Background: an optimization exercise with open tools, aiming at small area. Do not read the settings as production practice.
Only simulation tests tie the RTL to the original design; equivalence was not proved.

==> job 5280 <==
==> flow/design.v <==
module optorx_record_stream (
    input  wire         clk,
    input  wire         rst,             
    input  wire         in_valid,
    input  wire [15:0]  in_data,
    input  wire         in_last,
    output reg          fr_valid,
    output wire [3:0]   fr_goh,
    output wire [3:0]   fr_fiber,
    output wire [191:0] fr_data,         
    output wire [3:0]   fr_presence,
    output wire [3:0]   fr_daq,
    output reg          done,
    output wire [15:0]  cnt_unknown_tag,
    output wire [15:0]  cnt_trailer_sig,
    output wire [15:0]  cnt_trailer_size,
    output wire [15:0]  cnt_chrange_rep,
    output wire [15:0]  cnt_chrange_sup
);
    localparam [1:0] S_ITEM = 2'd0;    
    localparam [1:0] S_PRE  = 2'd1;    
    localparam [1:0] S_BODY = 2'd2;    
    reg  [1:0]   state;
    reg          mode_raw;
    reg  [2:0]   pres;                 
    reg  [7:0]   cnt;                  
    reg          ovf;                  
    reg  [7:0]   bad;                  
    reg  [3:0]   goh, fiber, daq;
    reg  [143:0] wd;                   
    reg  [35:0]  pw;                   
    reg  [11:0]  c_unk, c_sig, c_size, c_rep, c_sup;
    wire         acc  = in_valid & ~rst;
    wire [3:0]   top4 = in_data[15:12];
    wire         is_f = (top4 == 4'hF);
    wire         pad  = (in_data == 16'hFFFF);
    wire         hdr  = (in_data[15:8] == 8'h80) || (in_data[15:8] == 8'h90);
    wire         st_item = (state == S_ITEM);
    wire         st_pre  = (state == S_PRE);
    wire         st_body = (state == S_BODY);
    wire         pre_a = st_pre && (top4 == 4'hA) && (pres == 3'b000);
    wire         pre_c = st_pre && (top4 == 4'hC) && (pres[2:1] == 2'b00);
    wire         pre_e = st_pre && (top4 == 4'hE) && !pres[2];
    wire         pre_any = pre_a | pre_c | pre_e;
    wire [1:0]   pc      = {1'b0, pres[0]} + {1'b0, pres[1]} + {1'b0, pres[2]};
    wire [3:0]   raw_pos = 4'd10 + {2'd0, pc} - cnt[3:0];    
    wire         rec     = st_pre | st_body;
    wire         raw_tr  = mode_raw && st_body && (raw_pos == 4'd15);
    wire         raw_pl  = mode_raw && rec && !pre_any && !raw_tr;
    wire         cl_tr   = !mode_raw && rec && !pre_any && is_f;
    wire         cl_desc = !mode_raw && rec && !pre_any && !is_f;
    wire         trailer = cl_tr | (raw_tr & is_f);
    wire         raw_bad = raw_tr & !is_f;      
    wire         start   = st_item | raw_bad;   
    wire         good    = (in_data[7:0] == cnt) && !ovf;
    wire [6:0]   d_end = in_data[6:0];
    wire [6:0]   d_s1  = in_data[14:8] - 7'd1;           
    wire         d_ok  = !in_data[7] && (d_s1 <= d_end);
    wire [6:0]   d_lo  = d_end - d_s1;
    wire         m_en  = acc & cl_desc & d_ok;
    reg  [127:0] mask;
    integer ch;
    always @(*) begin
        for (ch = 0; ch < 128; ch = ch + 1)
            mask[ch] = m_en && (ch >= d_lo) && (ch <= d_end);
    end
    wire         clr = acc & start & hdr;
    wire         cnt_inc = acc & (pre_any | raw_pl | cl_desc);
    reg  [1:0]   n_state;
    always @(*) begin
        n_state = state;
        if (start)
            n_state = hdr ? S_PRE : S_ITEM;
        else if (trailer)
            n_state = S_ITEM;
        else if (!pre_any)
            n_state = S_BODY;
    end
    wire         trunc = in_last && (n_state != S_ITEM);
    wire         inc_unk  = acc & start & !pad & !hdr;
    wire [1:0]   inc_sig  = {1'b0, acc & raw_bad} + {1'b0, acc & trunc};
    wire         inc_size = acc & trailer & !good;
    wire         commit   = acc & cl_tr & good;
    wire [7:0]   add_rep  = (commit && in_data[11:8] == 4'd0) ? bad : 8'd0;
    wire [7:0]   add_sup  = (commit && in_data[11:8] != 4'd0) ? bad : 8'd0;
    wire         zap      = done | rst;
    always @(posedge clk) begin
        if (rst)
            state <= S_ITEM;
        else if (in_valid)
            state <= trunc ? S_ITEM : n_state;
        if (clr) begin
            mode_raw <= in_data[12];
            goh      <= in_data[7:4];
            fiber    <= in_data[3:0];
        end
        if (clr)
            pres <= 3'b000;
        else if (acc)
            pres <= pres | {pre_e, pre_c, pre_a};
        if (clr) begin
            cnt <= 8'd2;
            ovf <= 1'b0;
            bad <= 8'd0;
        end else begin
            if (cnt_inc) begin
                cnt <= cnt + 8'd1;
                if (cnt == 8'hFF)
                    ovf <= 1'b1;
            end
            if (m_en == 1'b0 && acc && cl_desc)
                bad <= bad + 8'd1;
        end
        daq <= in_data[11:8];
        fr_valid <= acc & trailer & good;
        done     <= acc & in_last;
        c_unk  <= (zap ? 12'd0 : c_unk)  + {11'd0, inc_unk};
        c_sig  <= (zap ? 12'd0 : c_sig)  + {10'd0, inc_sig};
        c_size <= (zap ? 12'd0 : c_size) + {11'd0, inc_size};
        c_rep  <= (zap ? 12'd0 : c_rep)  + {4'd0, add_rep};
        c_sup  <= (zap ? 12'd0 : c_sup)  + {4'd0, add_sup};
    end
    genvar w, b;
    generate
        for (w = 0; w < 9; w = w + 1) begin : g_wd
            wire we = acc & raw_pl & (raw_pos == w);
            for (b = 0; b < 16; b = b + 1) begin : g_b
                always @(posedge clk)
                    wd[16*w+b] <= (wd[16*w+b] & !clr) | (we & in_data[b])
                                | ((w > 0) ? mask[16*(w-1)+b] : 1'b0);
            end
        end
        for (w = 0; w < 3; w = w + 1) begin : g_pw
            wire we = acc & ((w == 2) ? pre_a : (w == 1) ? pre_c : pre_e);
            for (b = 0; b < 12; b = b + 1) begin : g_b
                always @(posedge clk)
                    pw[12*w+b] <= (pw[12*w+b] & !clr) | (we & in_data[b]);
            end
        end
    endgenerate
    assign fr_data = {pres[0], 1'b0, pres[0], 1'b0, pw[35:24],
                      pres[1], pres[1], 2'b00, pw[23:12],
                      pres[2], pres[2], pres[2], 1'b0, pw[11:0],
                      wd};
    assign fr_goh      = goh;
    assign fr_fiber    = fiber;
    assign fr_presence = {mode_raw, pres};
    assign fr_daq      = daq;
    assign cnt_unknown_tag  = {4'd0, c_unk};
    assign cnt_trailer_sig  = {4'd0, c_sig};
    assign cnt_trailer_size = {4'd0, c_size};
    assign cnt_chrange_rep  = {4'd0, c_rep};
    assign cnt_chrange_sup  = {4'd0, c_sup};
endmodule
==> flow/run.sh <==
#!/bin/bash
# synth_recipe.tcl (not shown) runs the flow's synth.tcl, then flattens the netlist and writes it again
# the make line also repeats each setting of config.mk as NAME=value (left out here)
make -C /OpenROAD-flow-scripts/flow DESIGN_CONFIG=/design/flow/config.mk WORK_HOME=/design/flow/orfs CLKGATE_MAP_FILE= SYNTH_SCRIPT=/design/flow/synth_recipe.tcl finish
==> flow/config.mk <==
export PLATFORM = sky130hd
export DESIGN_NAME = optorx_record_stream
export DESIGN_NICKNAME = optorx_record_stream
export VERILOG_FILES = /design/flow/design.v
export SDC_FILE = /design/flow/constraint.sdc
export NUM_CORES = 4
export LEC_CHECK = 0
export CAP_MARGIN = 20
export CORE_MARGIN = 2
export CORE_UTILIZATION = 40
export PLACE_DENSITY = 0.6
export SLEW_MARGIN = 20
==> flow/constraint.sdc <==
create_clock -name core_clock -period 6.0 [get_ports {clk}]
set_input_delay 1.2000 -clock core_clock [delete_from_list [all_inputs] [get_ports {clk}]]
set_output_delay 1.2000 -clock core_clock [all_outputs]
set_load 0.01 [all_outputs]
==> job 6937 (differences from job 5280) <==
==> flow/design.v, changed modules only <==
module optorx_record_stream (
    input  wire         clk,
    input  wire         rst,             
    input  wire         in_valid,
    input  wire [15:0]  in_data,
    input  wire         in_last,
    output reg          fr_valid,
    output wire [3:0]   fr_goh,
    output wire [3:0]   fr_fiber,
    output wire [191:0] fr_data,         
    output wire [3:0]   fr_presence,
    output wire [3:0]   fr_daq,
    output reg          done,
    output wire [15:0]  cnt_unknown_tag,
    output wire [15:0]  cnt_trailer_sig,
    output wire [15:0]  cnt_trailer_size,
    output wire [15:0]  cnt_chrange_rep,
    output wire [15:0]  cnt_chrange_sup
);
    localparam [1:0] S_ITEM = 2'd0;    
    localparam [1:0] S_PRE  = 2'd1;    
    localparam [1:0] S_BODY = 2'd2;    
    reg  [1:0]   state;
    reg          mode_raw;
    reg  [2:0]   pres;                 
    reg  [7:0]   cnt;                  
    reg          ovf;                  
    reg  [7:0]   bad;                  
    reg  [3:0]   goh, fiber, daq;
    reg  [143:0] wd;                   
    reg  [35:0]  pw;                   
    reg  [11:0]  c_unk;
    reg  [8:0]   c_sig;
    reg  [10:0]  c_size;
    reg  [11:0]  c_rep, c_sup;
    wire         acc  = in_valid & ~rst;
    wire [3:0]   top4 = in_data[15:12];
    wire         is_f = (top4 == 4'hF);
    wire         pad  = (in_data == 16'hFFFF);
    wire         hdr  = (in_data[15:8] == 8'h80) || (in_data[15:8] == 8'h90);
    wire         st_item = (state == S_ITEM);
    wire         st_pre  = (state == S_PRE);
    wire         st_body = (state == S_BODY);
    wire         pre_a = st_pre && (top4 == 4'hA) && (pres == 3'b000);
    wire         pre_c = st_pre && (top4 == 4'hC) && (pres[2:1] == 2'b00);
    wire         pre_e = st_pre && (top4 == 4'hE) && !pres[2];
    wire         pre_any = pre_a | pre_c | pre_e;
    wire [1:0]   pc      = {1'b0, pres[0]} + {1'b0, pres[1]} + {1'b0, pres[2]};
    wire [3:0]   raw_pos = 4'd10 + {2'd0, pc} - cnt[3:0];
    wire         rec     = st_pre | st_body;
    wire         raw_tr  = mode_raw && st_body && (raw_pos == 4'd15);
    wire         raw_pl  = mode_raw && rec && !pre_any && !raw_tr;
    wire         cl_tr   = !mode_raw && rec && !pre_any && is_f;
    wire         cl_desc = !mode_raw && rec && !pre_any && !is_f;
    wire         trailer = cl_tr | (raw_tr & is_f);
    wire         raw_bad = raw_tr & !is_f;      
    wire         start   = st_item | raw_bad;   
    wire         good    = (in_data[7:0] == cnt) && !ovf;
    wire [6:0]   d_end = in_data[6:0];
    wire [6:0]   d_s1  = in_data[14:8] - 7'd1;           
    wire         d_ok  = !in_data[7] && (d_s1 <= d_end);
    wire [6:0]   d_lo  = d_end - d_s1;
    wire         m_en  = acc & cl_desc & d_ok;
    wire         clr = acc & start & hdr;
    wire         cnt_inc = acc & (pre_any | raw_pl | cl_desc);
    reg  [1:0]   n_state;
    always @(*) begin
        n_state = state;
        if (start)
            n_state = hdr ? S_PRE : S_ITEM;
        else if (trailer)
            n_state = S_ITEM;
        else if (!pre_any)
            n_state = S_BODY;
    end
    wire         trunc = in_last && (n_state != S_ITEM);
    always @(posedge clk) begin
        if (rst)
            state <= S_ITEM;
        else if (in_valid)
            state <= trunc ? S_ITEM : n_state;
        if (clr) begin
            mode_raw <= in_data[12];
            goh      <= in_data[7:4];
            fiber    <= in_data[3:0];
        end
        if (clr)
            pres <= 3'b000;
        else if (acc)
            pres <= pres | {pre_e, pre_c, pre_a};
        if (clr) begin
            cnt <= 8'd2;
            ovf <= 1'b0;
            bad <= 8'd0;
        end else begin
            if (cnt_inc) begin
                cnt <= cnt + 8'd1;
                if (cnt == 8'hFF)
                    ovf <= 1'b1;
            end
            if (acc && cl_desc && !d_ok)
                bad <= bad + 8'd1;
        end
        daq      <= in_data[11:8];
        fr_valid <= acc & trailer & good;
        done     <= acc & in_last;
    end
    wire         zap    = done | rst;
    wire         commit = acc & cl_tr & good;
    wire         daq0   = (in_data[11:8] == 4'd0);
    wire [11:0]  n_unk, n_rep, n_sup;
    wire [8:0]   n_sig;
    wire [10:0]  n_size;
    optorx_count #(.W(12)) u_unk (
        .zap(zap), .inc(acc & start & !pad & !hdr), .c(c_unk), .d(n_unk));
    optorx_count #(.W(11)) u_size (
        .zap(zap), .inc(acc & trailer & !good), .c(c_size), .d(n_size));
    optorx_accum #(.W(9), .A(2)) u_sig (
        .zap(zap), .en(acc), .a({raw_bad & trunc, raw_bad ^ trunc}), .c(c_sig), .d(n_sig));
    optorx_accum #(.W(12), .A(8)) u_rep (
        .zap(zap), .en(commit & daq0), .a(bad), .c(c_rep), .d(n_rep));
    optorx_accum #(.W(12), .A(8)) u_sup (
        .zap(zap), .en(commit & !daq0), .a(bad), .c(c_sup), .d(n_sup));
    always @(posedge clk) begin
        c_unk  <= n_unk;
        c_sig  <= n_sig;
        c_size <= n_size;
        c_rep  <= n_rep;
        c_sup  <= n_sup;
    end
    wire         same = (d_lo[6:4] == d_end[6:4]);
    reg  [7:0]   blk_np, blk_q, blk_r;
    reg  [15:0]  bit_r, bit_q;
    integer h, l;
    always @(*) begin
        for (h = 0; h < 8; h = h + 1) begin
            if (mode_raw) begin
                blk_np[h] = 1'b1;
                blk_r[h]  = 1'b0;
                blk_q[h]  = acc & raw_pl & (raw_pos == h + 1);
            end else begin
                blk_np[h] = !(m_en & (h > d_lo[6:4]) & (h < d_end[6:4]));
                blk_r[h]  = m_en & (h == d_end[6:4]);
                blk_q[h]  = m_en & (h == d_lo[6:4]) & !same;
            end
        end
        for (l = 0; l < 16; l = l + 1) begin
            bit_r[l] = (l <= d_end[3:0]) & (!same | (l >= d_lo[3:0]));
            bit_q[l] = mode_raw ? in_data[l] : (l >= d_lo[3:0]);
        end
    end
    wire         keep = !clr;
    genvar w, b;
    generate
        for (w = 1; w < 9; w = w + 1) begin : g_wd
            for (b = 0; b < 16; b = b + 1) begin : g_b
                wire nx;
                optorx_mask_bit u_bit (
                    .q(wd[16*w+b]), .keep(keep), .np(blk_np[w-1]),
                    .r(blk_r[w-1]), .rb(bit_r[b]), .s(blk_q[w-1]), .sb(bit_q[b]),
                    .d(nx));
                always @(posedge clk)
                    wd[16*w+b] <= nx;
            end
        end
        for (w = 0; w < 4; w = w + 1) begin : g_wo
            localparam integer NB = (w == 0) ? 16 : 12;
            wire we = (w == 0) ? (acc & raw_pl & (raw_pos == 4'd0))
                    : (w == 1) ? (acc & pre_e)
                    : (w == 2) ? (acc & pre_c)
                    :            (acc & pre_a);
            for (b = 0; b < NB; b = b + 1) begin : g_b
                wire nx;
                if (w == 0) begin : g_q
                    optorx_ao22 u_bit (.a(wd[b]), .b(keep), .c(we), .e(in_data[b]), .y(nx));
                    always @(posedge clk)
                        wd[b] <= nx;
                end else begin : g_q
                    optorx_ao22 u_bit (.a(pw[12*(w-1)+b]), .b(keep), .c(we), .e(in_data[b]), .y(nx));
                    always @(posedge clk)
                        pw[12*(w-1)+b] <= nx;
                end
            end
        end
    endgenerate
    assign fr_data = {pres[0], 1'b0, pres[0], 1'b0, pw[35:24],
                      pres[1], pres[1], 2'b00, pw[23:12],
                      pres[2], pres[2], pres[2], 1'b0, pw[11:0],
                      wd};
    assign fr_goh      = goh;
    assign fr_fiber    = fiber;
    assign fr_presence = {mode_raw, pres};
    assign fr_daq      = daq;
    assign cnt_unknown_tag  = {4'd0, c_unk};
    assign cnt_trailer_sig  = {7'd0, c_sig};
    assign cnt_trailer_size = {5'd0, c_size};
    assign cnt_chrange_rep  = {4'd0, c_rep};
    assign cnt_chrange_sup  = {4'd0, c_sup};
endmodule
module optorx_mask_bit (
    input  wire q, keep, np, r, rb, s, sb,
    output wire d
);
    wire y;
    optorx_aoi222 u_or (.a(q), .b(keep), .c(r), .e(rb), .f(s), .g(sb), .y(y));
    optorx_nand2  u_p  (.a(y), .b(np), .y(d));
endmodule
module optorx_aoi222 (
    input  wire a, b, c, e, f, g,
    output wire y
);
    assign y = !((a & b) | (c & e) | (f & g));
endmodule
module optorx_nand2 (
    input  wire a, b,
    output wire y
);
    assign y = !(a & b);
endmodule
module optorx_ao22 (
    input  wire a, b, c, e,
    output wire y
);
    assign y = (a & b) | (c & e);
endmodule
module optorx_count #(parameter integer W = 12) (
    input  wire         zap,
    input  wire         inc,
    input  wire [W-1:0] c,
    output wire [W-1:0] d
);
    wire [W:0] t;
    wire [W-1:0] k = c & {W{!zap}};
    assign t[0] = inc;
    genvar i;
    generate
        for (i = 0; i < W; i = i + 1) begin : g
            assign t[i+1] = t[i] & k[i];
            assign d[i]   = k[i] ^ t[i];
        end
    endgenerate
endmodule
module optorx_accum #(parameter integer W = 12, parameter integer A = 8) (
    input  wire         zap,
    input  wire         en,
    input  wire [A-1:0] a,
    input  wire [W-1:0] c,
    output wire [W-1:0] d
);
    assign d = (c & {W{!zap}}) + {{(W-A){1'b0}}, a & {A{en}}};
endmodule
- SYNTH_HIERARCHICAL: not set -> 1
- SYNTH_MINIMUM_KEEP_SIZE: not set -> 0
==> qor summary <==
metric                                                        job 6937        job 5280
Sequential share of cell area                                    0.326           0.313
Storage element area                                       0.00556 mm2     0.00564 mm2
Detail-routed via count per cell                                  5.79            6.12
Multi-input combinational area share                             0.396           0.401
Result of the run                                       finished clean  finished clean
Count of state elements after synthesis                            273             277
Core area                                                   0.0307 mm2      0.0334 mm2
Critical Path End                                    c_sup[10]$_DFF_P_  wd[22]$_DFF_P_
Source of the critical timing path                         in_data[13]      in_data[9]
Net count of the finished layout                                  1703            1800
M1 GR Usage                                                      0.343           0.449
Placer's final routability congestion estimate                   0.875            1.03
Wire length of the first global-routing pass                   66.4 mm         88.6 mm
Post-Place Cells                                                  1982            2145
Area share of the largest cell type after synthesis              0.420           0.395

## port drivers added, routing unchanged
Ports are ideal in the flow. The routed layouts listed here were re-timed in OpenROAD.
Step 1 sets driving cells, clkbuf_16 on the clock port and buf_2 on the other inputs (assumed; they add their load-dependent delay and slew).
Step 2 moves the port delays by t, midway between the first and last clock arrival at a register: inputs arrive t later, outputs are due t later. That takes back most of the time a late clock gives input paths.
Slacks: no drivers / after step 1 / after step 2; pairs: no drivers / after step 1.
run	t, ns	setup slack, ns	worst data-port slew with drivers (ns)
job 5280	0.577	1.188 / 1.198 / 0.622	0.06
job 6937	0.604	0.574 / 0.597 / -0.007	0.06
With both steps, setup timing fails in job 6937, where it was met with ideal ports. For job 6937, which loses most, drivers alone change the setup slack by +0.023 ns; drivers and shift together by -0.581 ns.
